What follows belongs to an exercise in optimizing a design on an open flow for small area, a short achievable clock period and few clock cycles; a production flow would make more cautious choices.
For this run, only the layout was checked, not whether the RTL still works.
No driver is modelled on the clock port, so clocking that relies on it looks cheaper here than on a real chip.
Power and IR drop assume default switching activity.

$ cat flow/config.mk
export PLATFORM = sky130hd
export DESIGN_NAME = cc1_codec
export DESIGN_NICKNAME = cc1_codec
export VERILOG_FILES = /design/flow/design.v
export SDC_FILE = /design/flow/constraint.sdc
export NUM_CORES = 4
export LEC_CHECK = 0
export CAP_MARGIN = 20
export CORE_MARGIN = 2
export CORE_UTILIZATION = 40
export PLACE_DENSITY = 0.6
export SLEW_MARGIN = 20
export SYNTH_HIERARCHICAL = 1
export SYNTH_MINIMUM_KEEP_SIZE = 0
$ cat flow/constraint.sdc
create_clock -name core_clock -period 10.0 [get_ports {clk}]
set_input_delay 2.0000 -clock core_clock [delete_from_list [all_inputs] [get_ports {clk}]]
set_output_delay 2.0000 -clock core_clock [all_outputs]
set_load 0.01 [all_outputs]
$ cat flow/design.v
`timescale 1ns/1ps
module cc1_codec (
    input  wire        clk,
    input  wire        rst,           
    input  wire        cmd_valid,
    input  wire [31:0] cmd,
    output wire        ready,
    input  wire [7:0]  buf_we,
    input  wire [63:0] buf_wdata,
    input  wire [8:0]  arg_we,
    input  wire [71:0] arg_wdata,
    output wire [63:0] buf_q,
    output wire [71:0] arg_q,
    output wire [71:0] out_q,
    output wire [7:0]  res,
    output wire [7:0]  status
);
    localparam [7:0] TYPE_A = 8'h21, TYPE_P = 8'h3F, TYPE_R = 8'h2A;
    reg [7:0] buf_r [0:7];            
    reg [7:0] arg_r [0:8];
    reg [7:0] out0, out1, out2;       
    reg [5:0] out3;                   
    reg       out4, out5, out6;       
    reg [7:0] res_r;
    reg       ill_r;
    reg [7:0] a_hc1, a_hc2;
    reg [7:0] p_hc1, p_hc2;
    reg [6:0] p_rp1;                  
    reg [1:0] p_lc;
    reg [3:0] p_lt;
    reg [1:0] p_lf;
    reg [7:0] r_hc1, r_hc2;
    reg [5:0] r_rh1;                  
    reg [7:0] r_tp1, r_tr1;           
    reg [5:0] r_al;
    reg       r_s, r_w, r_sy;
    assign ready = 1'b1;
    genvar gi;
    generate
        for (gi = 0; gi < 8; gi = gi + 1) begin : g_bufq
            assign buf_q[8*gi +: 8] = buf_r[gi];
        end
        for (gi = 0; gi < 9; gi = gi + 1) begin : g_argq
            assign arg_q[8*gi +: 8] = arg_r[gi];
        end
    endgenerate
    assign out_q  = {8'd0, 8'd0, 7'd0, out6, 7'd0, out5, 7'd0, out4,
                     2'd0, out3, out2, out1, out0};
    assign res    = res_r;
    assign status = {7'd0, ill_r};
    wire       c_ill, c_crc, c_enc, c_enc_ck, c_decl8, c_getf_p, c_getf_r;
    wire [2:0] c_make, c_dec, c_valid, c_gethc, c_var;
    cc1_cmd_dec u_dec (
        .cmd_valid(cmd_valid), .cmd(cmd),
        .ill(c_ill), .crc(c_crc), .make(c_make), .enc(c_enc), .enc_ck(c_enc_ck),
        .dec(c_dec), .decl8(c_decl8), .valid(c_valid), .gethc(c_gethc),
        .getf_p(c_getf_p), .getf_r(c_getf_r), .var1h(c_var)
    );
    wire c_make_any  = |c_make;
    wire c_dec_any   = |c_dec;
    wire c_valid_any = |c_valid;
    wire c_gethc_any = |c_gethc;
    wire [6:0] mk_rp1;
    wire [1:0] mk_lc, mk_lf;
    wire [3:0] mk_lt;
    wire [5:0] mk_rh1, mk_al;
    wire [7:0] mk_tp1, mk_tr1;
    wire       mk_s, mk_w, mk_sy, mk_valid;
    cc1_make u_make (
        .a0(arg_r[0]), .a1(arg_r[1]), .a2(arg_r[2]), .a3(arg_r[3]), .a4(arg_r[4]),
        .a5(arg_r[5]), .a6(arg_r[6]), .a7(arg_r[7]), .a8(arg_r[8]),
        .rp1(mk_rp1), .lc(mk_lc), .lt(mk_lt), .lf(mk_lf), .rh1(mk_rh1),
        .tp1(mk_tp1), .tr1(mk_tr1), .al(mk_al), .s(mk_s), .w(mk_w), .sy(mk_sy),
        .valid(mk_valid)
    );
    wire [7:0] pe3 = {1'b0, p_rp1};
    wire [7:0] pe4 = {p_lf, p_lt, p_lc};
    wire [7:0] re3 = {r_w, r_s, r_rh1};
    wire [7:0] re4 = r_tp1;
    wire [7:0] re5 = r_tr1;
    wire [7:0] re6 = {r_sy, r_al, 1'b0};
    wire [7:0] enc_p [0:6];
    assign enc_p[0] = c_var[0] ? TYPE_A : c_var[1] ? TYPE_P : TYPE_R;
    assign enc_p[1] = c_var[0] ? a_hc1  : c_var[1] ? p_hc1  : r_hc1;
    assign enc_p[2] = c_var[0] ? a_hc2  : c_var[1] ? p_hc2  : r_hc2;
    assign enc_p[3] = c_var[0] ? 8'h01  : c_var[1] ? pe3    : re3;
    assign enc_p[4] = c_var[0] ? 8'h01  : c_var[1] ? pe4    : re4;
    assign enc_p[5] = c_var[2] ? re5 : 8'h01;
    assign enc_p[6] = c_var[2] ? re6 : 8'h01;
    wire [7:0] crcv_a, crcv_p, crcv_r;
    cc1_enc_crc u_ecrc (
        .a_hc1(a_hc1), .a_hc2(a_hc2), .p_hc1(p_hc1), .p_hc2(p_hc2), .pe3(pe3), .pe4(pe4),
        .r_hc1(r_hc1), .r_hc2(r_hc2), .re3(re3), .re4(re4), .re5(re5), .re6(re6),
        .crcv_a(crcv_a), .crcv_p(crcv_p), .crcv_r(crcv_r)
    );
    wire [7:0] enc_crc = c_var[0] ? crcv_a : c_var[1] ? crcv_p : crcv_r;
    wire [7:0] buf_crc;
    wire       fr_a, fr_p, fr_r;
    cc1_frame_chk u_chk (
        .b0(buf_r[0]), .b1(buf_r[1]), .b2(buf_r[2]), .b3(buf_r[3]),
        .b4(buf_r[4]), .b5(buf_r[5]), .b6(buf_r[6]), .b7(buf_r[7]),
        .crcv(buf_crc), .fr_a(fr_a), .fr_p(fr_p), .fr_r(fr_r)
    );
    wire buf0_nz = (buf_r[0] != 8'h00);
    wire dec_pass = c_decl8 && ((c_dec[0] && fr_a) || (c_dec[1] && fr_p) || (c_dec[2] && fr_r));
    wire hc_a  = c_make[0] || c_dec[0];
    wire hc_p  = c_make[1] || c_dec[1];
    wire hc_r  = c_make[2] || c_dec[2];
    wire wr_p  = c_make[1] || (c_dec[1] && c_decl8 && fr_p);
    wire wr_r  = c_make[2] || (c_dec[2] && c_decl8 && fr_r);
    wire [7:0] hc1_n = c_make_any ? arg_r[0] : dec_pass ? buf_r[1] : 8'hFF;
    wire [7:0] hc2_n = c_make_any ? arg_r[1] : dec_pass ? buf_r[2] : 8'hFF;
    wire [7:0] sel_hc1 = c_var[0] ? a_hc1 : c_var[1] ? p_hc1 : r_hc1;
    wire [7:0] sel_hc2 = c_var[0] ? a_hc2 : c_var[1] ? p_hc2 : r_hc2;
    wire       sel_valid = (sel_hc1 != 8'hFF) && (sel_hc2 != 8'hFF);
    wire [7:0] res_n = ({8{c_crc && buf0_nz}} & buf_crc)
                     | {4'd0, c_enc_ck || dec_pass, c_getf_p || c_getf_r || (c_enc && !c_enc_ck),
                        c_gethc_any || c_getf_r || (c_enc && !c_enc_ck),
                        (c_make_any && mk_valid) || (c_valid_any && sel_valid) ||
                        c_getf_r || (c_enc && !c_enc_ck)};
    wire [6:0] rpv1 = c_getf_p ? p_rp1 : {1'b0, r_rh1};
    integer i;
    always @(posedge clk) begin
        if (rst) begin
            res_r <= 8'h00;
            ill_r <= 1'b0;
            for (i = 0; i < 9; i = i + 1)
                arg_r[i] <= 8'h00;
            out0 <= 8'h00; out1 <= 8'h00; out2 <= 8'h00; out3 <= 6'd0;
            out4 <= 1'b0;  out5 <= 1'b0;  out6 <= 1'b0;
            a_hc1 <= 8'hFF; a_hc2 <= 8'hFF;
            p_hc1 <= 8'hFF; p_hc2 <= 8'hFF;
            p_rp1 <= 7'd1;  p_lc  <= 2'd0; p_lt <= 4'd1; p_lf <= 2'd1;
            r_hc1 <= 8'hFF; r_hc2 <= 8'hFF;
            r_rh1 <= 6'd1;  r_tp1 <= 8'd1; r_tr1 <= 8'd1; r_al <= 6'd1;
            r_s   <= 1'b0;  r_w   <= 1'b0; r_sy <= 1'b0;
        end else begin
            for (i = 0; i < 9; i = i + 1)
                if (arg_we[i]) arg_r[i] <= arg_wdata[8*i +: 8];
            if (cmd_valid) res_r <= res_n;
            if (c_ill) ill_r <= 1'b1;
            if (hc_a) begin a_hc1 <= hc1_n; a_hc2 <= hc2_n; end
            if (hc_p) begin p_hc1 <= hc1_n; p_hc2 <= hc2_n; end
            if (hc_r) begin r_hc1 <= hc1_n; r_hc2 <= hc2_n; end
            if (wr_p) begin
                p_rp1 <= c_make[1] ? mk_rp1 : buf_r[3][6:0];
                p_lc  <= c_make[1] ? mk_lc  : buf_r[4][1:0];
                p_lt  <= c_make[1] ? mk_lt  : buf_r[4][5:2];
                p_lf  <= c_make[1] ? mk_lf  : buf_r[4][7:6];
            end
            if (wr_r) begin
                r_rh1 <= c_make[2] ? mk_rh1 : buf_r[3][5:0];
                r_tp1 <= c_make[2] ? mk_tp1 : buf_r[4];
                r_tr1 <= c_make[2] ? mk_tr1 : buf_r[5];
                r_al  <= c_make[2] ? mk_al  : buf_r[6][6:1];
                r_s   <= c_make[2] ? mk_s   : buf_r[3][6];
                r_w   <= c_make[2] ? mk_w   : buf_r[3][7];
                r_sy  <= c_make[2] ? mk_sy  : buf_r[6][7];
            end
            if (c_gethc_any) begin
                out0 <= sel_hc1;
                out1 <= sel_hc2;
            end
            if (c_getf_p || c_getf_r)
                out0 <= {1'b0, rpv1 - 7'd1};
            if (c_getf_p) begin
                out1 <= {6'd0, p_lc};
                out2 <= {4'd0, p_lt};
                out3 <= {4'd0, p_lf};
            end
            if (c_getf_r) begin
                out1 <= r_tp1 - 8'd1;
                out2 <= r_tr1 - 8'd1;
                out3 <= r_al;
                out4 <= r_s;
                out5 <= r_w;
                out6 <= r_sy;
            end
        end
    end
    always @(posedge clk) begin
        if (!rst) begin
            for (i = 0; i < 7; i = i + 1)
                if (buf_we[i]) buf_r[i] <= buf_wdata[8*i +: 8];
                else if (c_enc) buf_r[i] <= enc_p[i];
            if (buf_we[7]) buf_r[7] <= buf_wdata[63:56];
            else if (c_enc_ck) buf_r[7] <= enc_crc;
        end
    end
endmodule
module cc1_cmd_dec (
    input  wire        cmd_valid,
    input  wire [31:0] cmd,
    output wire        ill,
    output wire        crc,
    output wire [2:0]  make,
    output wire        enc,
    output wire        enc_ck,
    output wire [2:0]  dec,
    output wire        decl8,
    output wire [2:0]  valid,
    output wire [2:0]  gethc,
    output wire        getf_p,
    output wire        getf_r,
    output wire [2:0]  var1h
);
    wire [7:0] op     = cmd[7:0];
    wire [7:0] len    = cmd[15:8];
    wire       ck     = cmd[16];
    wire       nb     = cmd[17];
    wire       hdr    = cmd_valid && (cmd[31:18] == 14'd0);
    wire       lo     = (op[3:2] == 2'd0);
    wire [2:0] v1h    = {lo && (op[1:0] == 2'd2), lo && (op[1:0] == 2'd1), lo && (op[1:0] == 2'd0)};
    wire       c1     = (op[7:4] == 4'h1);
    wire       c2     = (op[7:4] == 4'h2);
    wire       c3     = (op[7:4] == 4'h3);
    wire       c4     = (op[7:4] == 4'h4);
    wire       c5     = (op[7:4] == 4'h5);
    wire       c6     = (op[7:4] == 4'h6);
    wire       len7   = !nb && (len >= 8'd7);
    wire       len8   = !nb && (len >= 8'd8);
    assign var1h  = {!op[1] ? 1'b0 : !op[0], !op[1] && op[0], !op[1] && !op[0]};
    assign crc    = hdr && (op == 8'h01) && len7;
    assign make   = {3{hdr && c1}} & v1h;
    wire   enc_any = hdr && c2 && (v1h != 3'd0);
    assign enc    = enc_any && len7 && (!ck || len8);
    assign enc_ck = enc_any && ck && len8;
    assign dec    = {3{hdr && c3}} & v1h;
    assign decl8  = len8;
    assign valid  = {3{hdr && c4}} & v1h;
    assign gethc  = {3{hdr && c5}} & v1h;
    assign getf_p = hdr && c6 && v1h[1];
    assign getf_r = hdr && c6 && v1h[2];
    wire   legal  = (hdr && (op == 8'h01)) || (hdr && (c1 || c2 || c3 || c4 || c5) && (v1h != 3'd0))
                 || getf_p || getf_r;
    assign ill    = cmd_valid && !legal;
endmodule
module cc1_make (
    input  wire [7:0] a0, a1, a2, a3, a4, a5, a6, a7, a8,
    output wire [6:0] rp1,
    output wire [1:0] lc,
    output wire [3:0] lt,
    output wire [1:0] lf,
    output wire [5:0] rh1,
    output wire [7:0] tp1,
    output wire [7:0] tr1,
    output wire [5:0] al,
    output wire       s, w, sy, valid
);
    wire [6:0] inc2    = a2[6:0] + 7'd1;        
    wire       a5_zero = (a5 == 8'd0);
    assign rp1 = (a2 > 8'd100) ? 7'd101 : inc2;
    assign lc  = a3[1:0];
    assign lt  = (a4 < 8'd1) ? 4'd1 : (a4 > 8'd15) ? 4'd15 : a4[3:0];
    assign lf  = a5_zero ? 2'd1 : (a5 > 8'd3) ? 2'd3 : a5[1:0];
    assign rh1 = (a2 > 8'd50) ? 6'd51 : inc2[5:0];
    assign tp1 = (a3 > 8'd199) ? 8'd200 : a3 + 8'd1;
    assign tr1 = (a4 > 8'd199) ? 8'd200 : a4 + 8'd1;
    assign al  = a5_zero ? 6'd1 : (a5 > 8'd62) ? 6'd62 : a5[5:0];
    assign s   = (a6 != 8'd0);
    assign w   = (a7 != 8'd0);
    assign sy  = (a8 != 8'd0);
    assign valid = (a0 != 8'hFF) && (a1 != 8'hFF);
endmodule
module cc1_enc_crc (
    input  wire [7:0] a_hc1, a_hc2,
    input  wire [7:0] p_hc1, p_hc2, pe3, pe4,
    input  wire [7:0] r_hc1, r_hc2, re3, re4, re5, re6,
    output wire [7:0] crcv_a, crcv_p, crcv_r
);
    wire [6:0] crc_a, crc_p, crc_r;
    wire ca_t0 = a_hc1[7] ^ a_hc2[1];
    wire ca_t1 = a_hc1[3] ^ ca_t0;
    wire ca_t2 = a_hc2[0] ^ a_hc2[7];
    wire ca_t3 = a_hc2[3] ^ ca_t1;
    wire ca_t4 = a_hc2[2] ^ a_hc2[6];
    wire ca_t5 = a_hc1[7] ^ a_hc2[0];
    wire ca_t6 = a_hc1[6] ^ a_hc2[4];
    wire ca_t7 = a_hc1[4] ^ a_hc2[5];
    wire ca_t8 = a_hc1[2] ^ a_hc1[5];
    wire ca_t9 = a_hc1[0] ^ a_hc1[1];
    wire ca_t10 = ca_t7 ^ ca_t9;
    wire ca_u11 = a_hc1[3] ^ a_hc1[4];
    wire ca_u12 = ca_t4 ^ ca_t5;
    wire ca_u13 = ca_u11 ^ ca_u12;
    assign crc_a[0] = ca_u13;   
    wire ca_u14 = a_hc1[5] ^ ca_t2;
    wire ca_u15 = ca_t4 ^ ca_u14;
    wire ca_u16 = ca_t3 ^ ca_u15;
    assign crc_a[1] = ca_u16;   
    wire ca_u17 = a_hc1[0] ^ a_hc2[6];
    wire ca_u18 = ca_t2 ^ ca_t6;
    wire ca_u19 = ca_u17 ^ ca_u18;
    wire ca_u20 = ca_t3 ^ ca_u19;
    assign crc_a[2] = ca_u20;   
    wire ca_u21 = a_hc2[2] ^ a_hc2[4];
    wire ca_u22 = ca_t0 ^ ca_t2;
    wire ca_u23 = ca_u21 ^ ca_t10;
    wire ca_u24 = ca_u22 ^ ca_u23;
    assign crc_a[3] = ca_u24;   
    wire ca_u25 = ca_t8 ^ ca_t10;
    wire ca_u26 = ca_t3 ^ ca_u25;
    assign crc_a[4] = ~ca_u26;   
    wire ca_u27 = a_hc1[1] ^ ca_t5;
    wire ca_u28 = ca_t6 ^ ca_t8;
    wire ca_u29 = ca_u27 ^ ca_u28;
    assign crc_a[5] = ca_u29;   
    wire ca_u30 = a_hc1[2] ^ a_hc1[6];
    wire ca_u31 = a_hc2[5] ^ ca_u30;
    wire ca_u32 = ca_t1 ^ ca_u31;
    assign crc_a[6] = ~ca_u32;   
    wire cp_t0 = p_hc1[7] ^ pe4[7];
    wire cp_t1 = pe3[0] ^ pe3[1];
    wire cp_t2 = p_hc2[1] ^ pe3[2];
    wire cp_t3 = p_hc1[3] ^ pe4[2];
    wire cp_t4 = cp_t0 ^ p_hc2[0];
    wire cp_t5 = cp_t3 ^ pe4[3];
    wire cp_t6 = cp_t2 ^ pe3[7];
    wire cp_t7 = cp_t1 ^ p_hc2[4];
    wire cp_t8 = cp_t4 ^ p_hc2[7];
    wire cp_t9 = pe4[4] ^ pe4[6];
    wire cp_t10 = pe4[1] ^ pe4[5];
    wire cp_t11 = pe3[5] ^ pe4[0];
    wire cp_t12 = p_hc2[6] ^ pe3[6];
    wire cp_t13 = p_hc2[5] ^ pe3[4];
    wire cp_t14 = p_hc2[2] ^ pe3[3];
    wire cp_t15 = p_hc1[6] ^ p_hc1[7];
    wire cp_t16 = p_hc1[5] ^ p_hc2[3];
    wire cp_t17 = p_hc1[1] ^ p_hc1[4];
    wire cp_t18 = cp_t9 ^ p_hc1[0];
    wire cp_t19 = cp_t15 ^ p_hc1[2];
    wire cp_t20 = cp_t6 ^ cp_t7;
    wire cp_t21 = cp_t13 ^ cp_t5;
    wire cp_t22 = cp_t20 ^ cp_t8;
    wire cp_u23 = p_hc1[4] ^ p_hc2[6];
    wire cp_u24 = pe3[2] ^ pe4[4];
    wire cp_u25 = cp_t11 ^ cp_t14;
    wire cp_u26 = cp_u23 ^ cp_u24;
    wire cp_u27 = cp_t4 ^ cp_t5;
    wire cp_u28 = cp_u25 ^ cp_u26;
    wire cp_u29 = cp_u27 ^ cp_u28;
    assign crc_p[0] = ~cp_u29;   
    wire cp_u30 = p_hc2[2] ^ pe3[0];
    wire cp_u31 = pe3[4] ^ pe3[5];
    wire cp_u32 = cp_t10 ^ cp_t12;
    wire cp_u33 = cp_t16 ^ cp_t2;
    wire cp_u34 = cp_t3 ^ cp_u30;
    wire cp_u35 = cp_u31 ^ cp_u32;
    wire cp_u36 = cp_u33 ^ cp_u34;
    wire cp_u37 = cp_t8 ^ cp_u35;
    wire cp_u38 = cp_u36 ^ cp_u37;
    assign crc_p[1] = ~cp_u38;   
    wire cp_u39 = p_hc1[3] ^ p_hc1[6];
    wire cp_u40 = p_hc2[3] ^ cp_t12;
    wire cp_u41 = cp_u39 ^ cp_t18;
    wire cp_u42 = cp_u40 ^ cp_u41;
    wire cp_u43 = cp_t22 ^ cp_u42;
    assign crc_p[2] = cp_u43;   
    wire cp_u44 = p_hc1[0] ^ p_hc2[5];
    wire cp_u45 = pe4[5] ^ cp_t14;
    wire cp_u46 = cp_t17 ^ cp_u44;
    wire cp_u47 = cp_u45 ^ cp_u46;
    wire cp_u48 = cp_u47 ^ cp_t22;
    assign crc_p[3] = cp_u48;   
    wire cp_u49 = p_hc1[2] ^ p_hc2[1];
    wire cp_u50 = cp_t0 ^ cp_t1;
    wire cp_u51 = cp_t11 ^ cp_t16;
    wire cp_u52 = cp_t17 ^ cp_u49;
    wire cp_u53 = cp_t18 ^ cp_u50;
    wire cp_u54 = cp_u51 ^ cp_u52;
    wire cp_u55 = cp_t21 ^ cp_u53;
    wire cp_u56 = cp_u54 ^ cp_u55;
    assign crc_p[4] = ~cp_u56;   
    wire cp_u57 = p_hc1[1] ^ p_hc1[5];
    wire cp_u58 = p_hc2[0] ^ pe3[3];
    wire cp_u59 = pe3[6] ^ pe4[0];
    wire cp_u60 = pe4[2] ^ cp_t10;
    wire cp_u61 = cp_u57 ^ cp_u58;
    wire cp_u62 = cp_u59 ^ cp_t19;
    wire cp_u63 = cp_t7 ^ cp_u60;
    wire cp_u64 = cp_u61 ^ cp_u62;
    wire cp_u65 = cp_u63 ^ cp_u64;
    assign crc_p[5] = cp_u65;   
    wire cp_u66 = pe3[1] ^ pe4[1];
    wire cp_u67 = pe4[6] ^ cp_u66;
    wire cp_u68 = cp_t19 ^ cp_t6;
    wire cp_u69 = cp_u67 ^ cp_t21;
    wire cp_u70 = cp_u68 ^ cp_u69;
    assign crc_p[6] = ~cp_u70;   
    wire cr_t0 = r_hc1[7] ^ re6[5];
    wire cr_t1 = re6[1] ^ re6[2];
    wire cr_t2 = re6[0] ^ re6[4];
    wire cr_t3 = re5[3] ^ re5[6];
    wire cr_t4 = re4[7] ^ re5[5];
    wire cr_t5 = re4[2] ^ re5[2];
    wire cr_t6 = re3[0] ^ re3[1];
    wire cr_t7 = r_hc2[1] ^ re3[2];
    wire cr_t8 = cr_t0 ^ r_hc1[3];
    wire cr_t9 = r_hc2[0] ^ re6[6];
    wire cr_t10 = cr_t7 ^ re3[7];
    wire cr_t11 = cr_t6 ^ re5[0];
    wire cr_t12 = cr_t5 ^ re6[3];
    wire cr_t13 = cr_t4 ^ re4[4];
    wire cr_t14 = cr_t3 ^ re5[1];
    wire cr_t15 = cr_t2 ^ re4[0];
    wire cr_t16 = cr_t1 ^ re4[5];
    wire cr_t17 = cr_t8 ^ re5[4];
    wire cr_t18 = re4[3] ^ re5[7];
    wire cr_t19 = re3[6] ^ re4[1];
    wire cr_t20 = re3[5] ^ re6[7];
    wire cr_t21 = re3[4] ^ re4[6];
    wire cr_t22 = r_hc2[6] ^ r_hc2[7];
    wire cr_t23 = r_hc2[4] ^ re3[3];
    wire cr_t24 = r_hc1[7] ^ r_hc2[0];
    wire cr_t25 = r_hc1[5] ^ r_hc2[3];
    wire cr_t26 = r_hc1[4] ^ r_hc2[5];
    wire cr_t27 = r_hc1[2] ^ r_hc1[6];
    wire cr_t28 = r_hc1[0] ^ r_hc1[1];
    wire cr_t29 = cr_t9 ^ r_hc2[2];
    wire cr_t30 = cr_t26 ^ cr_t28;
    wire cr_t31 = cr_t20 ^ cr_t25;
    wire cr_t32 = cr_t19 ^ cr_t24;
    wire cr_t33 = cr_t16 ^ cr_t32;
    wire cr_t34 = cr_t14 ^ cr_t27;
    wire cr_t35 = cr_t13 ^ cr_t15;
    wire cr_t36 = cr_t12 ^ cr_t18;
    wire cr_t37 = cr_t17 ^ cr_t36;
    wire cr_u38 = r_hc1[4] ^ r_hc2[6];
    wire cr_u39 = re3[2] ^ re3[3];
    wire cr_u40 = re3[5] ^ re5[3];
    wire cr_u41 = re6[2] ^ cr_u38;
    wire cr_u42 = cr_u39 ^ cr_u40;
    wire cr_u43 = cr_t29 ^ cr_u41;
    wire cr_u44 = cr_u42 ^ cr_t35;
    wire cr_u45 = cr_u43 ^ cr_t37;
    wire cr_u46 = cr_u44 ^ cr_u45;
    assign crc_r[0] = ~cr_u46;   
    wire cr_u47 = r_hc1[3] ^ r_hc2[2];
    wire cr_u48 = re3[0] ^ re3[4];
    wire cr_u49 = re4[7] ^ re5[6];
    wire cr_u50 = re5[7] ^ re6[0];
    wire cr_u51 = cr_t22 ^ cr_t5;
    wire cr_u52 = cr_t7 ^ cr_u47;
    wire cr_u53 = cr_u48 ^ cr_u49;
    wire cr_u54 = cr_u50 ^ cr_t31;
    wire cr_u55 = cr_u51 ^ cr_u52;
    wire cr_u56 = cr_u53 ^ cr_t33;
    wire cr_u57 = cr_u54 ^ cr_u55;
    wire cr_u58 = cr_u56 ^ cr_u57;
    assign crc_r[1] = cr_u58;   
    wire cr_u59 = r_hc1[0] ^ r_hc1[6];
    wire cr_u60 = r_hc2[3] ^ r_hc2[4];
    wire cr_u61 = re3[6] ^ re4[6];
    wire cr_u62 = re5[2] ^ re6[1];
    wire cr_u63 = cr_t2 ^ cr_t22;
    wire cr_u64 = cr_t9 ^ cr_u59;
    wire cr_u65 = cr_u60 ^ cr_u61;
    wire cr_u66 = cr_u62 ^ cr_t10;
    wire cr_u67 = cr_t11 ^ cr_t13;
    wire cr_u68 = cr_u63 ^ cr_u64;
    wire cr_u69 = cr_u65 ^ cr_t17;
    wire cr_u70 = cr_u66 ^ cr_u67;
    wire cr_u71 = cr_u68 ^ cr_u69;
    wire cr_u72 = cr_u70 ^ cr_u71;
    assign crc_r[2] = ~cr_u72;   
    wire cr_u73 = r_hc2[7] ^ re6[7];
    wire cr_u74 = cr_t0 ^ cr_t23;
    wire cr_u75 = cr_t4 ^ cr_t6;
    wire cr_u76 = cr_u73 ^ cr_t10;
    wire cr_u77 = cr_t14 ^ cr_t16;
    wire cr_u78 = cr_t29 ^ cr_t30;
    wire cr_u79 = cr_u74 ^ cr_u75;
    wire cr_u80 = cr_u76 ^ cr_u77;
    wire cr_u81 = cr_u78 ^ cr_u79;
    wire cr_u82 = cr_u80 ^ cr_u81;
    assign crc_r[3] = ~cr_u82;   
    wire cr_u83 = r_hc1[2] ^ r_hc2[1];
    wire cr_u84 = re4[2] ^ re4[3];
    wire cr_u85 = cr_t21 ^ cr_t3;
    wire cr_u86 = cr_u83 ^ cr_u84;
    wire cr_u87 = cr_t11 ^ cr_t30;
    wire cr_u88 = cr_t31 ^ cr_t8;
    wire cr_u89 = cr_u85 ^ cr_u86;
    wire cr_u90 = cr_t35 ^ cr_u87;
    wire cr_u91 = cr_u88 ^ cr_u89;
    wire cr_u92 = cr_u90 ^ cr_u91;
    assign crc_r[4] = cr_u92;   
    wire cr_u93 = r_hc1[1] ^ r_hc1[5];
    wire cr_u94 = re5[5] ^ cr_t23;
    wire cr_u95 = cr_u93 ^ cr_t11;
    wire cr_u96 = cr_t12 ^ cr_t15;
    wire cr_u97 = cr_u94 ^ cr_t33;
    wire cr_u98 = cr_t34 ^ cr_u95;
    wire cr_u99 = cr_u96 ^ cr_u97;
    wire cr_u100 = cr_u98 ^ cr_u99;
    assign crc_r[5] = cr_u100;   
    wire cr_u101 = r_hc2[5] ^ re3[1];
    wire cr_u102 = re4[1] ^ re6[4];
    wire cr_u103 = cr_t1 ^ cr_t21;
    wire cr_u104 = cr_u101 ^ cr_u102;
    wire cr_u105 = cr_t10 ^ cr_u103;
    wire cr_u106 = cr_u104 ^ cr_t34;
    wire cr_u107 = cr_u105 ^ cr_t37;
    wire cr_u108 = cr_u106 ^ cr_u107;
    assign crc_r[6] = cr_u108;   
    assign crcv_a = (crc_a == 7'd0) ? 8'h80 : {1'b0, crc_a};
    assign crcv_p = (crc_p == 7'd0) ? 8'h80 : {1'b0, crc_p};
    assign crcv_r = (crc_r == 7'd0) ? 8'h80 : {1'b0, crc_r};
endmodule
module cc1_frame_chk (
    input  wire [7:0] b0, b1, b2, b3, b4, b5, b6, b7,
    output wire [7:0] crcv,
    output wire       fr_a, fr_p, fr_r
);
    localparam [7:0] TYPE_A = 8'h21, TYPE_P = 8'h3F, TYPE_R = 8'h2A;
    wire [7:0] cb0 = b0, cb1 = b1, cb2 = b2, cb3 = b3, cb4 = b4, cb5 = b5, cb6 = b6;
    wire [6:0] crc_b;
    wire cb_t0 = cb0[6] ^ cb1[7];
    wire cb_t1 = cb0[2] ^ cb1[3];
    wire cb_t2 = cb_t0 ^ cb_t1;
    wire cb_t3 = cb6[4] ^ cb6[5];
    wire cb_t4 = cb6[1] ^ cb6[2];
    wire cb_t5 = cb5[5] ^ cb6[0];
    wire cb_t6 = cb5[3] ^ cb5[6];
    wire cb_t7 = cb4[2] ^ cb5[2];
    wire cb_t8 = cb3[2] ^ cb4[7];
    wire cb_t9 = cb3[0] ^ cb3[1];
    wire cb_t10 = cb2[0] ^ cb_t8;
    wire cb_t11 = cb_t2 ^ cb_t3;
    wire cb_t12 = cb2[1] ^ cb6[7];
    wire cb_t13 = cb0[5] ^ cb1[6];
    wire cb_t14 = cb0[4] ^ cb1[5];
    wire cb_t15 = cb0[3] ^ cb1[4];
    wire cb_t16 = cb0[1] ^ cb1[2];
    wire cb_t17 = cb0[0] ^ cb1[1];
    wire cb_t18 = cb_t6 ^ cb_t9;
    wire cb_t19 = cb_t4 ^ cb_t7;
    wire cb_t20 = cb5[0] ^ cb_t5;
    wire cb_t21 = cb_t17 ^ cb_t18;
    wire cb_t22 = cb6[6] ^ cb_t10;
    wire cb_t23 = cb4[1] ^ cb_t19;
    wire cb_t24 = cb5[4] ^ cb_t11;
    wire cb_t25 = cb5[7] ^ cb6[3];
    wire cb_t26 = cb4[5] ^ cb5[1];
    wire cb_t27 = cb4[4] ^ cb4[6];
    wire cb_t28 = cb4[0] ^ cb4[3];
    wire cb_t29 = cb3[4] ^ cb3[5];
    wire cb_t30 = cb2[7] ^ cb3[7];
    wire cb_t31 = cb2[6] ^ cb3[6];
    wire cb_t32 = cb2[4] ^ cb3[3];
    wire cb_t33 = cb1[0] ^ cb2[5];
    wire cb_t34 = cb_t26 ^ cb_t32;
    wire cb_t35 = cb_t15 ^ cb_t33;
    wire cb_t36 = cb_t14 ^ cb_t29;
    wire cb_t37 = cb_t13 ^ cb_t16;
    wire cb_t38 = cb2[3] ^ cb_t31;
    wire cb_t39 = cb2[2] ^ cb_t12;
    wire cb_t40 = cb_t20 ^ cb_t27;
    wire cb_t41 = cb_t0 ^ cb_t34;
    wire cb_t42 = cb_t23 ^ cb_t37;
    wire cb_t43 = cb_t22 ^ cb_t30;
    wire cb_t44 = cb_t21 ^ cb_t41;
    wire cb_t45 = cb_t24 ^ cb_t25;
    wire cb_u46 = cb2[2] ^ cb2[6];
    wire cb_u47 = cb3[3] ^ cb3[5];
    wire cb_u48 = cb4[4] ^ cb5[3];
    wire cb_u49 = cb6[2] ^ cb_t15;
    wire cb_u50 = cb_t28 ^ cb_t5;
    wire cb_u51 = cb_t7 ^ cb_u46;
    wire cb_u52 = cb_u47 ^ cb_u48;
    wire cb_u53 = cb_u49 ^ cb_u50;
    wire cb_u54 = cb_u51 ^ cb_u52;
    wire cb_u55 = cb_t22 ^ cb_u53;
    wire cb_u56 = cb_u54 ^ cb_u55;
    wire cb_u57 = cb_t45 ^ cb_u56;
    assign crc_b[0] = cb_u57;   
    wire cb_u58 = cb2[7] ^ cb3[0];
    wire cb_u59 = cb4[5] ^ cb5[6];
    wire cb_u60 = cb5[7] ^ cb6[0];
    wire cb_u61 = cb_u58 ^ cb_u59;
    wire cb_u62 = cb_u60 ^ cb_t10;
    wire cb_u63 = cb_t2 ^ cb_t36;
    wire cb_u64 = cb_t38 ^ cb_t39;
    wire cb_u65 = cb_u61 ^ cb_t23;
    wire cb_u66 = cb_u62 ^ cb_u63;
    wire cb_u67 = cb_u64 ^ cb_u65;
    wire cb_u68 = cb_u66 ^ cb_u67;
    assign crc_b[1] = cb_u68;   
    wire cb_u69 = cb1[0] ^ cb2[1];
    wire cb_u70 = cb2[4] ^ cb5[2];
    wire cb_u71 = cb6[1] ^ cb_t13;
    wire cb_u72 = cb_t9 ^ cb_u69;
    wire cb_u73 = cb_u70 ^ cb_t38;
    wire cb_u74 = cb_u71 ^ cb_u72;
    wire cb_u75 = cb_t40 ^ cb_u73;
    wire cb_u76 = cb_u74 ^ cb_t24;
    wire cb_u77 = cb_t43 ^ cb_u75;
    wire cb_u78 = cb_u76 ^ cb_u77;
    assign crc_b[2] = cb_u78;   
    wire cb_u79 = cb5[5] ^ cb6[5];
    wire cb_u80 = cb_t4 ^ cb_u79;
    wire cb_u81 = cb_t35 ^ cb_t39;
    wire cb_u82 = cb_u80 ^ cb_u81;
    wire cb_u83 = cb_t43 ^ cb_t44;
    wire cb_u84 = cb_u82 ^ cb_u83;
    assign crc_b[3] = cb_u84;   
    wire cb_u85 = cb2[3] ^ cb4[2];
    wire cb_u86 = cb4[7] ^ cb_t12;
    wire cb_u87 = cb_t16 ^ cb_t28;
    wire cb_u88 = cb_u85 ^ cb_t35;
    wire cb_u89 = cb_t36 ^ cb_u86;
    wire cb_u90 = cb_u87 ^ cb_t11;
    wire cb_u91 = cb_t21 ^ cb_t40;
    wire cb_u92 = cb_u88 ^ cb_u89;
    wire cb_u93 = cb_u90 ^ cb_u91;
    wire cb_u94 = cb_u92 ^ cb_u93;
    assign crc_b[4] = cb_u94;   
    wire cb_u95 = cb2[0] ^ cb3[6];
    wire cb_u96 = cb4[0] ^ cb6[3];
    wire cb_u97 = cb6[4] ^ cb_t14;
    wire cb_u98 = cb_u95 ^ cb_u96;
    wire cb_u99 = cb_t20 ^ cb_u97;
    wire cb_u100 = cb_u98 ^ cb_u99;
    wire cb_u101 = cb_t42 ^ cb_t44;
    wire cb_u102 = cb_u100 ^ cb_u101;
    assign crc_b[5] = cb_u102;   
    wire cb_u103 = cb2[1] ^ cb2[5];
    wire cb_u104 = cb3[1] ^ cb3[2];
    wire cb_u105 = cb3[4] ^ cb3[7];
    wire cb_u106 = cb4[3] ^ cb4[6];
    wire cb_u107 = cb5[1] ^ cb_t6;
    wire cb_u108 = cb_u103 ^ cb_u104;
    wire cb_u109 = cb_u105 ^ cb_u106;
    wire cb_u110 = cb_u107 ^ cb_u108;
    wire cb_u111 = cb_u109 ^ cb_u110;
    wire cb_u112 = cb_t42 ^ cb_u111;
    wire cb_u113 = cb_t45 ^ cb_u112;
    assign crc_b[6] = cb_u113;   
    assign crcv = (crc_b == 7'd0) ? 8'h80 : {1'b0, crc_b};
    wire b7_form = b7[7] ? (b7[6:0] == 7'd0) : (b7[6:0] != 7'd0);
    wire crc_ok  = b7_form && ((crc_b ^ b7[6:0]) == 7'd0);
    wire [5:0] rhs = b3[5:0];
    wire [5:0] al  = b6[6:1];
    wire chk_a = (b0 == TYPE_A) && (b3 == 8'h01);
    wire chk_p = (b0 == TYPE_P)
              && (b3 != 8'h00) && (b3 <= 8'd101)
              && (b4[7:6] != 2'd0) && (b4[5:2] != 4'd0)
              && (b5 == 8'h01);
    wire chk_r = (b0 == TYPE_R)
              && (rhs != 6'd0) && (rhs <= 6'd51)
              && (b4 != 8'h00) && (b4 <= 8'd200)
              && (b5 != 8'h00) && (b5 <= 8'd200)
              && (al != 6'd0) && (al != 6'h3F);
    assign fr_a = chk_a && crc_ok;
    assign fr_p = chk_p && crc_ok;
    assign fr_r = chk_r && crc_ok;
endmodule
$ cat flow/flow/run.sh
#!/bin/bash
# ORFS layout via the standard.sh, in stages:
#  - port buffers from sky130_fd_sc_hd__buf_1 instead of the default cell;
#  - the three-input XOR/XNOR cells added to the platform's DONT_USE_CELLS,
#    so the CRC networks map to faster two-input XORs;
#  - synthesis, floorplan and placement with the default setup margin;
#  - CTS and global routing with timing repair aiming for the setup margin in
#    flow/margin.txt, followed by a power (area) recovery pass after CTS that keeps the worst slack
#    (flow/post_cts.tcl).
# Each make invocation logs to its own file here; ORFS keeps per-step logs
# under orfs/logs.
set -euo pipefail
export BUFFER_PORTS_ARGS="-buffer_cell sky130_fd_sc_hd__buf_1"
base=$(make -s -C "$FLOW_HOME" DESIGN_CONFIG="$PWD/config.mk" WORK_HOME="$PWD/orfs" print-DONT_USE_CELLS 2> make_print.log | sed -n 's/^DONT_USE_CELLS: //p')
du="DONT_USE_CELLS=$base sky130_fd_sc_hd__xor3_1 sky130_fd_sc_hd__xor3_2 sky130_fd_sc_hd__xor3_4 sky130_fd_sc_hd__xnor3_1 sky130_fd_sc_hd__xnor3_2 sky130_fd_sc_hd__xnor3_4"
echo "$du" > dont_use.txt
bash standard.sh synth "$du" > make_synth.log 2>&1
bash standard.sh floorplan "$du" > make_floorplan.log 2>&1
bash standard.sh place "$du" > make_place.log 2>&1
export SETUP_SLACK_MARGIN=$(cat flow/margin.txt)
export POST_CTS_TCL=$PWD/flow/post_cts.tcl
bash standard.sh finish "$du" > make_finish.log 2>&1
$ cat flow/flow/margin.txt
6.5
$ cat flow/flow/post_cts.tcl
# Area recovery after CTS timing repair: downsize cells on paths whose setup
# slack is above the worst slack that the repair reached, so the worst path
# is kept and the rest give back area.
estimate_parasitics -placement
set ws [worst_slack -max]
puts "post_cts: worst setup slack $ws"
repair_timing -recover_power 100 -setup_margin [expr {$ws - 0.02}] -verbose
detailed_placement
check_placement -verbose
estimate_parasitics -placement
puts "post_cts: worst setup slack after recovery [worst_slack -max]"
report_design_area
$ cat flow/standard.sh
#!/bin/bash
# synth_recipe.tcl (not shown) runs the flow's synth.tcl, then flattens the netlist and writes it again
# the make line also repeats each setting of config.mk as NAME=value (left out here)
make -C /OpenROAD-flow-scripts/flow DESIGN_CONFIG=/design/flow/config.mk WORK_HOME=/design/flow/orfs CLKGATE_MAP_FILE= SYNTH_SCRIPT=/design/flow/synth_recipe.tcl "${@:-finish}"
==> flow_summary.toml <==
[run_status]
status = "no timing/DRC/antenna violations"

[yosys]
async_reset_ff_share_pct = 0
yosysWarningCount = 11
synth_ff_type = "dfxtp_1"
ys_ff_latch = 272
syn_area_mm2 = 0.0171
seq_area_frac_synth_pct = 35.6
syn_inst = 1913
synth_cell_type_count = 74
yosys.area.top_type = "dfxtp_1"
synth_edf_count = 64
avgSynthCellArea_um2 = 8.95
synth_top_area_share_pct = 24.3
synthTopCellsByArea = "dfxtp_1, xnor2_1, edfxtp_1, mux2i_1, nor2_1"

[sta]
skew_ps = 19.4
maxSlewHeadroom_pct = 32.4
max_clock_freq_mhz = 261
drv_slew = 0
fin_tns_setup_ps = 0
timing_hold_violations_final = 0
tightest_slew_ps = 1010
rsz0062_at_grt = "yes"
setup_violations = 0
min_period_over_period_pct = 38.3
min_period_ps = 3830

[floorplanning]
num_rows = 75
die_h_um = 211
core_mm2 = 0.0420
dieWidth_um = 211
ios = 413
start_util_pct = 40.7
die-area_mm2 = 0.0445

[routing]
avgViaCountPerCell = 5.51
drt.antenna.violating_nets = 0
wl_met1_mm = 27.8
routed.top_layer = "met4"
drtIter0Drc = 1506
wl_mm = 67.9
num_vias = 16100
route.met2.wl_mm = 31.4
dr.pass1.iters = 6
dr_wl_met3_mm = 6.40
drc_errors = 0
wl_per_cell_um = 23.2

[grt]
grt_max_degree = 174
grt_pass1_wl_mm = 93.7
antenna_found_initial = 0
first_global_vias = 14700
grtUsageTotal_pct = 28.1
grt_overflow_total = 0

[hold_path]
hp-class = "flip-flop to flip-flop"

[worst_setup_path]
reg2reg_to = "a_hc2[1]"
critPathRequiredTime_ps = 10430
r2r_cells = 16
critPathCapture = "out0[6]"
r2r_setup_slack_ps = 6210
worstPathMaxFanout = 7
start_kind = "input pin"
rr_startpoint = "buf_r[6][1]"
cp-startpoint = "cmd[25]"
endpoint_kind = "flip-flop"
arrival_ps = 4260
crit_type = "input pin to flip-flop"

[power]
total_power_mw = 3.13
powerDensity_mw_per_mm2 = 139
irDropWorstVdd_mv = 0.142
p_leak_nw = 8.72

[finish]
reg_top3 = "arg_r x72, buf_r x64"
stdcell_count = 2922
n_fill_cell = 3885
finalNetCount = 2562
n_antenna_cell = 0
drive_gt1_share_pct = 17.6
final_core_util_pct = 53.5
regMostFlops = "arg_r"
largest_reg_flops = 72
areaGrowthSynthToFinish_pct = 31.5

[run]
max_cap_viol_count = 0

[place]
io_buffer_count = 365
dp_hpwl_mm = 46.9
dp.cells = 2726
routabilityCongestion = 0.932

[clock_network]
clk_latency_ps = 590
clkSinkCount = 272
tritoncts = "built"
clk_pin_slew_ps = 60
metrics by stage:
step / area (µm²) / hold WS (ps) / setup slack (ps)
floorplan: 17300 / 442 / 5160
global placement: 18700 / 461 / 3600
detailed placement: 18700 / 470 / 3490
global route: 22500 / 494 / 6060
finish: 22500 / 477 / 6170
worst max-delay path: stages:
cell,delay (ps)
buf_1,100
nor4_4,380
and4_4,330
nand2_4,80
nor3_4,180
buf_12,170
mux2i_4,290
ha_4,200
o221ai_4,110
xnor2_1,150
mux2i_1,170
a21oi_1,90
where the power goes:
part / total (mW) / switching, mW / internal, mW
Combinational: 0.726 / 0.388 / 0.338
Sequential: 1.23 / 0.0650 / 1.16
Clock: 1.18 / 0.489 / 0.687
cell usage in the layout, fill, tap and decap left out, types with 22 or more instances in the layout:
| master | instances |
|---|---|
| a211o_1 | 48 |
| a21oi_1 | 87 |
| buf_1 | 346 |
| buf_4 | 92 |
| buf_6 | 25 |
| clkbuf_16 | 39 |
| conb_1 | 50 |
| dfxtp_1 | 208 |
| edfxtp_1 | 64 |
| inv_1 | 25 |
| mux2i_1 | 156 |
| nand2_1 | 99 |
| nand2b_1 | 36 |
| nand3_1 | 22 |
| nor2_1 | 273 |
| nor3_1 | 25 |
| nor4_1 | 22 |
| o21ai_0 | 59 |
| xnor2_1 | 260 |
| xnor2_2 | 40 |
| xor2_1 | 47 |
modules after synthesis, one instance, submodules excluded:
| module | area [µm²] | times used | cells inside |
|---|---|---|---|
| cc1_frame_chk | 1570 | 1 | 192 |
| cc1_enc_crc | 1880 | 1 | 208 |
| cc1_make | 786 | 1 | 122 |
| cc1_codec | 12500 | 1 | 1331 |
| cc1_cmd_dec | 345 | 1 | 60 |
cells by family after synthesis:
group                      synth area share (%)
xor gates and xnor gates                   18.7
and+or+nand+nor                            16.6
adders and majority gates                  1.17
other                                    0.0439
DFF                                        35.6
AOI/OAI and AO/OA                          11.2
buffers and inverters                      5.58
muxes                                      11.2
layout make-up:
type / instances / area [µm²] / area share [%]
clock buffer: 41 / 863 / 3.84
clock inverter: 17 / 188 / 0.834
inverter: 31 / 120 / 0.534
multi-input combinational: 1507 / 11500 / 51.1
sequential: 272 / 6090 / 27.1
tap: 539 / 674 / 3.00
timing repair buffer: 515 / 3070 / 13.7
cells in the mapped netlist (4+ instances only):
cell / number
nor2_1: 302
xnor2_1: 287
dfxtp_1: 208
mux2i_1: 165
nand2_1: 106
a21oi_1: 98
clkbuf_1: 69
edfxtp_1: 64
o21ai_0: 61
buf_4: 55
a211o_1: 48
xor2_1: 48
nand2b_1: 36
nor3_1: 32
inv_1: 31
nand3_1: 27
nor4_1: 24
a211oi_1: 20
buf_2: 19
ha_1: 16
xnor2_2: 15
nor3b_1: 13
mux2_1: 11
nor2b_1: 11
nand4_1: 10
o22ai_2: 9
or3_1: 9
mux2_2: 8
o22ai_1: 8
buf_1: 7
and3_1: 6
nor4b_1: 6
o211ai_1: 5
or4_1: 5
and2_1: 4
buf_6: 4
nor4_2: 4
o311ai_0: 4
layer usage:
metal	vias to the layer above	GRT usage, %
li1	7413	-
met2	821	46.4
met3	127	5.56
met1	7727	37.3
met5	-	0
met4	0	8.45
how the worst min path moves through the flow:
| stage | from | depth (start not counted) | endpoint |
|---|---|---|---|
| 3_5_place_dp | res_r[7] | 2 | res_r[7] |
| 2_1_floorplan | ill_r | 2 | ill_r |
| 5_1_grt | res_r[7] | 2 | res_r[7] |
| 3_3_place_gp | ill_r | 2 | ill_r |
| 6_report | res_r[7] | 2 | res_r[7] |

## separate check: timing with driven ports
How much do the figures lean on ideal ports? The routed layout below was timed once more, with nothing changed but the port constraints. Step 1 sets driving cells, clkbuf_16 on the clock port and buf_2 on the other inputs (assumed; they add their load-dependent delay and slew). Step 2 moves the port delays by t, midway between the first and last clock arrival at a register: inputs arrive t later, outputs are due t later. That takes back most of the time a late clock gives input paths. Three values: ideal ports, drivers, drivers and shift; two values: the first two.
shift t [ns]: 0.637
setup slack, ns: 6.168 / 6.194 / 5.557
latest minus earliest clock arrival (ns): 0.022 / 0.022
worst data-port slew with drivers (ns): 0.07
After both steps this run still meets setup and hold. The setup slack of this run moves by +0.026 ns with the drivers and by -0.611 ns with both steps.
